What follows belongs to an exercise in optimizing a design on an open flow for small area, a short achievable clock period and few clock cycles; a production flow would make more cautious choices. Function was checked by simulation only, so behaviour that the tests miss may differ from the original. Power figures rest on the tool's default switching activity, not on a simulated workload.

## run A
==> flow/design.v <==
module rpt_fmt (
    input  wire        clk,
    input  wire        rst,         
    input  wire        req_valid,
    output wire        req_ready,
    input  wire        req_kind,    
    input  wire [7:0]  req_t,
    input  wire [7:0]  req_h,
    input  wire [15:0] req_f,
    output wire        tx_valid,
    input  wire        tx_ready,
    output wire [7:0]  tx_data
);
    localparam [5:0] Q_HEAD = 6'd0,     
                     Q_T1   = 6'd1,     
                     Q_T2   = 6'd2,     
                     Q_T0   = 6'd4,     
                     Q_H0   = 6'd5,     
                     Q_H1   = 6'd6,     
                     Q_H2   = 6'd7,     
                     Q_HD2  = 6'd8,     
                     Q_HD0  = 6'd10,    
                     Q_F1   = 6'd11,    
                     Q_F2   = 6'd12,    
                     Q_F3   = 6'd13,    
                     Q_F4   = 6'd14,    
                     Q_FD4  = 6'd15,    
                     Q_FD0  = 6'd19,    
                     Q_K0   = 6'd20,    
                     Q_K9   = 6'd29,
                     Q_KD2  = 6'd30,    
                     Q_KD0  = 6'd32,    
                     Q_CR   = 6'd33,
                     Q_LF   = 6'd34;
    reg        txv;
    reg [7:0]  txd;
    reg        rfree;       
    reg        rrdy;        
    reg        kind;
    reg [19:0] r;           
    reg [4:0]  rstep;       
    reg [9:0]  s;           
    reg [5:0]  st;
    assign req_ready = rrdy;
    assign tx_valid  = txv;
    assign tx_data   = txd;
    function [3:0] add3;
        input [3:0] x;
        add3 = {x[3] | (x[2] & (x[1] | x[0])),
                (x[3] & x[0]) | (x[2] & ~x[1] & ~x[0]),
                (x[1] & (~x[2] | x[0])) | (x[3] & ~x[0]),
                (~x[3] & ~x[2] & x[0]) | (x[2] & x[1] & ~x[0]) | (x[3] & ~x[0])};
    endfunction
    wire rdone = kind ? rstep[4] : rstep[3];
    wire ge2  = |rstep[4:1];
    wire ge4  = |rstep[4:2];
    wire ge6  = rstep[4] | rstep[3] | (rstep[2] & rstep[1]);
    wire ge8  = |rstep[4:3];
    wire ge12 = rstep[4] | (rstep[3] & rstep[2]);
    wire en0  = kind ? 1'b1 : ge2;
    wire en1  = kind ? ge4  : ge6;
    wire en2  = kind ? ge8  : ge2;
    wire en3  = kind ? ge12 : ge6;
    reg [19:0] ra, rn;
    always @(*) begin
        ra = r;
        if (en0) ra[3:0]   = add3(r[3:0]);
        if (en1) ra[7:4]   = add3(r[7:4]);
        if (en2) ra[11:8]  = add3(r[11:8]);
        if (en3) ra[15:12] = add3(r[15:12]);
        rn = {ra[18:0], ra[19]};
        if (!kind) begin
            rn[0]  = ra[17];
            rn[8]  = ra[19];
            rn[16] = ra[7];
            rn[18] = ra[15];
        end
    end
    wire [2:0] kidx = st[2:0] - Q_K0[2:0];    
    reg  [9:0] sa, sn;
    always @(*) begin
        sa = s;
        if (kidx >= 3'd2) sa[3:0] = add3(s[3:0]);
        if (kidx >= 3'd6) sa[7:4] = add3(s[7:4]);
        sn = {sa[8:0], sa[9]};
    end
    wire [5:0] q_t = (|r[19:18]) ? Q_T2  : (|r[15:12]) ? Q_T2 + 6'd1  : Q_T0;
    wire [5:0] q_h = (|r[17:16]) ? Q_HD2 : (|r[7:4])   ? Q_HD2 + 6'd1 : Q_HD0;
    wire [5:0] q_f = (|r[18:16]) ? Q_FD4 : (|r[15:12]) ? Q_FD4 + 6'd1 :
                     (|r[11:8])  ? Q_FD4 + 6'd2 : (|r[7:4]) ? Q_FD4 + 6'd3 : Q_FD0;
    wire [5:0] q_s = (|s[9:8])   ? Q_KD2 : (|s[7:4])   ? Q_KD2 + 6'd1 : Q_KD0;
    reg [7:0] nb;
    reg [3:0] dg;
    reg       dig;
    reg       have;
    reg [5:0] nst;
    always @(*) begin
        have = 1'b1;
        nst  = st + 6'd1;
        nb   = 8'h00;
        dg   = 4'd0;
        dig  = 1'b0;
        case (st)
        Q_HEAD: begin
            have = ~rfree;
            nb   = kind ? "F" : "T";
            nst  = kind ? Q_F1 : Q_T1;
        end
        Q_T1:  begin nb = ":"; have = rdone; nst = q_t; end
        6'd2:  begin dig = 1'b1; dg = {2'b00, r[19:18]}; end
        6'd3:  begin dig = 1'b1; dg = r[15:12]; end
        6'd4:  begin dig = 1'b1; dg = r[11:8]; end
        Q_H0:  nb = " ";
        Q_H1:  nb = "H";
        Q_H2:  begin nb = ":"; nst = q_h; end
        6'd8:  begin dig = 1'b1; dg = {2'b00, r[17:16]}; end
        6'd9:  begin dig = 1'b1; dg = r[7:4]; end
        6'd10: begin dig = 1'b1; dg = r[3:0]; nst = Q_K0; end
        Q_F1:  nb = "R";
        Q_F2:  nb = "E";
        Q_F3:  nb = "Q";
        Q_F4:  begin nb = ":"; have = rdone; nst = q_f; end
        6'd15: begin dig = 1'b1; dg = {1'b0, r[18:16]}; end
        6'd16: begin dig = 1'b1; dg = r[15:12]; end
        6'd17: begin dig = 1'b1; dg = r[11:8]; end
        6'd18: begin dig = 1'b1; dg = r[7:4]; end
        6'd19: begin dig = 1'b1; dg = r[3:0]; end
        6'd20: nb = " ";
        6'd21: nb = "C";
        6'd22: nb = "H";
        6'd23: nb = "E";
        6'd24: nb = "C";
        6'd25: nb = "K";
        6'd26: nb = "S";
        6'd27: nb = "U";
        6'd28: nb = "M";
        Q_K9:  begin nb = ":"; nst = q_s; end
        6'd30: begin dig = 1'b1; dg = {2'b00, s[9:8]}; end
        6'd31: begin dig = 1'b1; dg = s[7:4]; end
        6'd32: begin dig = 1'b1; dg = s[3:0]; end
        Q_CR:  nb = 8'h0D;
        Q_LF:  begin nb = 8'h0A; nst = Q_HEAD; end
        default: begin have = 1'b0; nst = Q_HEAD; end
        endcase
        if (dig) nb = {4'h3, dg};
    end
    wire slot = ~txv | tx_ready;
    wire ld   = slot & have;
    wire acc  = req_valid & rrdy;
    wire body = (st != Q_HEAD) && (st < Q_K0);
    wire last_val = (st == Q_HD0) || (st == Q_FD0);
    always @(posedge clk) begin
        if (rst) begin
            txv   <= 1'b0;
            rfree <= 1'b1;
            rrdy  <= 1'b0;
            st    <= Q_HEAD;
        end else begin
            if (slot) txv <= have;
            if (ld) begin
                txd <= nb;
                st  <= nst;
            end
            if (acc)
                rfree <= 1'b0;
            else if (ld && last_val)
                rfree <= 1'b1;
            rrdy <= req_valid && !acc && (rfree || (ld && last_val));
        end
    end
    always @(posedge clk) begin
        if (rfree || (ld && last_val))
            kind <= req_kind;
    end
    always @(posedge clk) begin
        if (rfree) begin
            r     <= kind ? {req_f, 4'b0000}
                          : {req_t[7:6], req_h[7:6], req_t[5:0], 2'b00,
                             req_h[5:0], 2'b00};
            rstep <= 5'd0;
        end else if (!rdone) begin
            r     <= rn;
            rstep <= rstep + 5'd1;
        end
    end
    always @(posedge clk) begin
        if (ld) begin
            if (st == Q_HEAD)
                s <= {nb, 2'b00};
            else if (body)
                s[9:2] <= s[9:2] + nb;
            else if (st >= Q_K0 && st < Q_K0 + 6'd8)
                s <= sn;
        end
    end
endmodule
clock: 40.0 ns
lec_check: 0
cap_margin: 20
core_margin: 2
core_utilization: 30
cts_buf_list: sky130_fd_sc_hd__clkbuf_8
place_density: 0.5
slew_margin: 20
standard.sh (not shown) runs the stock make flow with config.mk's settings and CLKGATE_MAP_FILE= SYNTH_SCRIPT=/design/flow/synth_recipe.tcl, a recipe that flattens the netlist after the stock synthesis.
==> flow/flow/run.sh <==
#!/bin/bash
# The standard layout, with the smallest buffer on the ports instead of the
# delay cell buffer_ports picks by default.
set -uo pipefail
export BUFFER_PORTS_ARGS="-buffer_cell sky130_fd_sc_hd__buf_1"
bash standard.sh > standard.log 2>&1
Testbench counts of run A, summed over its fixed seeds: cycles 36,790.
## Diff of input files: run B against run A
Settings: CORE_UTILIZATION now 50, was 30; PLACE_DENSITY now 0.65, was 0.5; CTS_CLUSTER_SIZE now 10, previously not set.
==> flow/flow/run.sh <==
#!/bin/bash
# The standard layout, with the smallest buffer on the ports instead of the
# delay cell buffer_ports picks by default, and timing repair asked to aim
# for a slack margin so that it works on the port paths too.
set -uo pipefail
export BUFFER_PORTS_ARGS="-buffer_cell sky130_fd_sc_hd__buf_1"
export SETUP_SLACK_MARGIN=31.1
export CTS_ARGS="-buf_list sky130_fd_sc_hd__clkbuf_16 -root_buf sky130_fd_sc_hd__clkbuf_16 -repair_clock_nets"
bash standard.sh > standard.log 2>&1
Findings:
- Non-clock buffer contribution to total cell area essentially unchanged between run B and run A.
- Global routing usage on met1 delta for run B relative to run A: 12 points higher
- Between run A and run B, the flow reports final cell count decreasing by more than 10%.
- Sort run B and run A by areal power density over the cells asc -> top: run A
- Between run A and run B, the flow reports post-route standard cell area excluding fillers decreasing slightly.
- Run A has higher area growth from synthesis to layout than run B.
- Delta (run B minus run A): half-perimeter wire length of the detailed placement result now sits lower, proportion of cell area occupied by registers now sits at about the same level.
- Looking at kind of critical path, the reg -> out result is from run B; the in -> reg one comes from run A.
- Taking run A as 1.0, run B lands at 0.862 on total routed wire length on the met1 layer.
Here is what was changed in the inputs of run C compared with run B.
Settings: removing CTS_CLUSTER_SIZE (formerly 10); changing PLACE_DENSITY from 0.65 to 0.5; changing CORE_UTILIZATION from 50 to 30; removing CTS_BUF_LIST (formerly sky130_fd_sc_hd__clkbuf_8).
--- a/flow/flow/run.sh
+++ b/flow/flow/run.sh
@@ -7,3 +7,2 @@
 export SETUP_SLACK_MARGIN=31.1
-export CTS_ARGS="-buf_list sky130_fd_sc_hd__clkbuf_16 -root_buf sky130_fd_sc_hd__clkbuf_16 -repair_clock_nets"
 bash standard.sh > standard.log 2>&1
--- outcome ---
Comparing run C and run B, the lower instance count after placement with tap cells included was measured on run B. The share of the cycle needed by the critical path after routing was comparable across run C and run B. The lower routed wire length came out of run B. For the fraction of area in multi-input gates, run C came in 1.5 points lower than run B did. Run C completed; timing, DRC and antenna clean. Going from run B to run C, HPWL after detailed placement shows an increase of 820 um; register-to-register setup slack shows an increase of 0.02 ns.
Edits applied to the flow inputs when going from run C to run D:
==> flow/flow/run.sh <==
#!/bin/bash
# The standard layout, with the smallest buffer on the ports instead of the
# delay cell buffer_ports picks by default.
set -uo pipefail
export BUFFER_PORTS_ARGS="-buffer_cell sky130_fd_sc_hd__buf_1"
bash standard.sh > standard.log 2>&1
Notes after the runs:
Summary of run D over run C: normalized max-slew margin shrank by 2.2 points, synthesized-area fraction occupied by ao, oa, aoi and oai cells held steady, worst setup slack shrank by 0.53 ns. Diff run C -> run D: register-to-register setup slack +0.02 ns; die outline area about even; fraction of the core area covered by cells at the end of the flow down 0.36 points; sequential share of layout area saw an increase. The critical path depth of run D is higher than that of run C. Run D ends up with a design area that is 50 um^2 lower than in run C. Looking at leakage power of the design across both flows, run D is the stronger of the two, with run C trailing.

[what the ideal ports hide]
No port has a modelled driver above. Below, the same layouts with a new extraction and two added sets of constraints. Step 1 sets driving cells, clkbuf_16 on the clock port and buf_2 on the other inputs (assumed; they add their load-dependent delay and slew). Step 2 adds t to the input delays and takes it off the output delays; t is the mean of the earliest and latest rising clock arrival at the registers after step 1. Input paths then give back, and output paths get back, about the clock's delay inside the block. Slacks: ideal ports / drivers / drivers and shift; pairs: ideal ports / drivers.
run	t (ns)	slack for setup (ns)	hold WS [ns]	clock arrival spread, ns	worst register clock-pin slew, ns
run A	0.379	30.674 / 30.689 / 30.310	0.464 / 0.464 / 0.464	0.024 / 0.024	0.13 / 0.13
run B	0.327	31.174 / 31.136 / 30.889	0.462 / 0.462 / 0.462	0.010 / 0.010	0.08 / 0.08
run C	0.348	31.160 / 31.119 / 30.908	0.463 / 0.463 / 0.463	0.014 / 0.014	0.09 / 0.09
run D	0.351	30.633 / 30.652 / 30.300	0.460 / 0.460 / 0.460	0.015 / 0.015	0.09 / 0.09
After both steps setup and hold are still met in every run listed. The setup slack of run A, which loses most, moves by +0.015 ns with the drivers and by -0.364 ns with both steps.
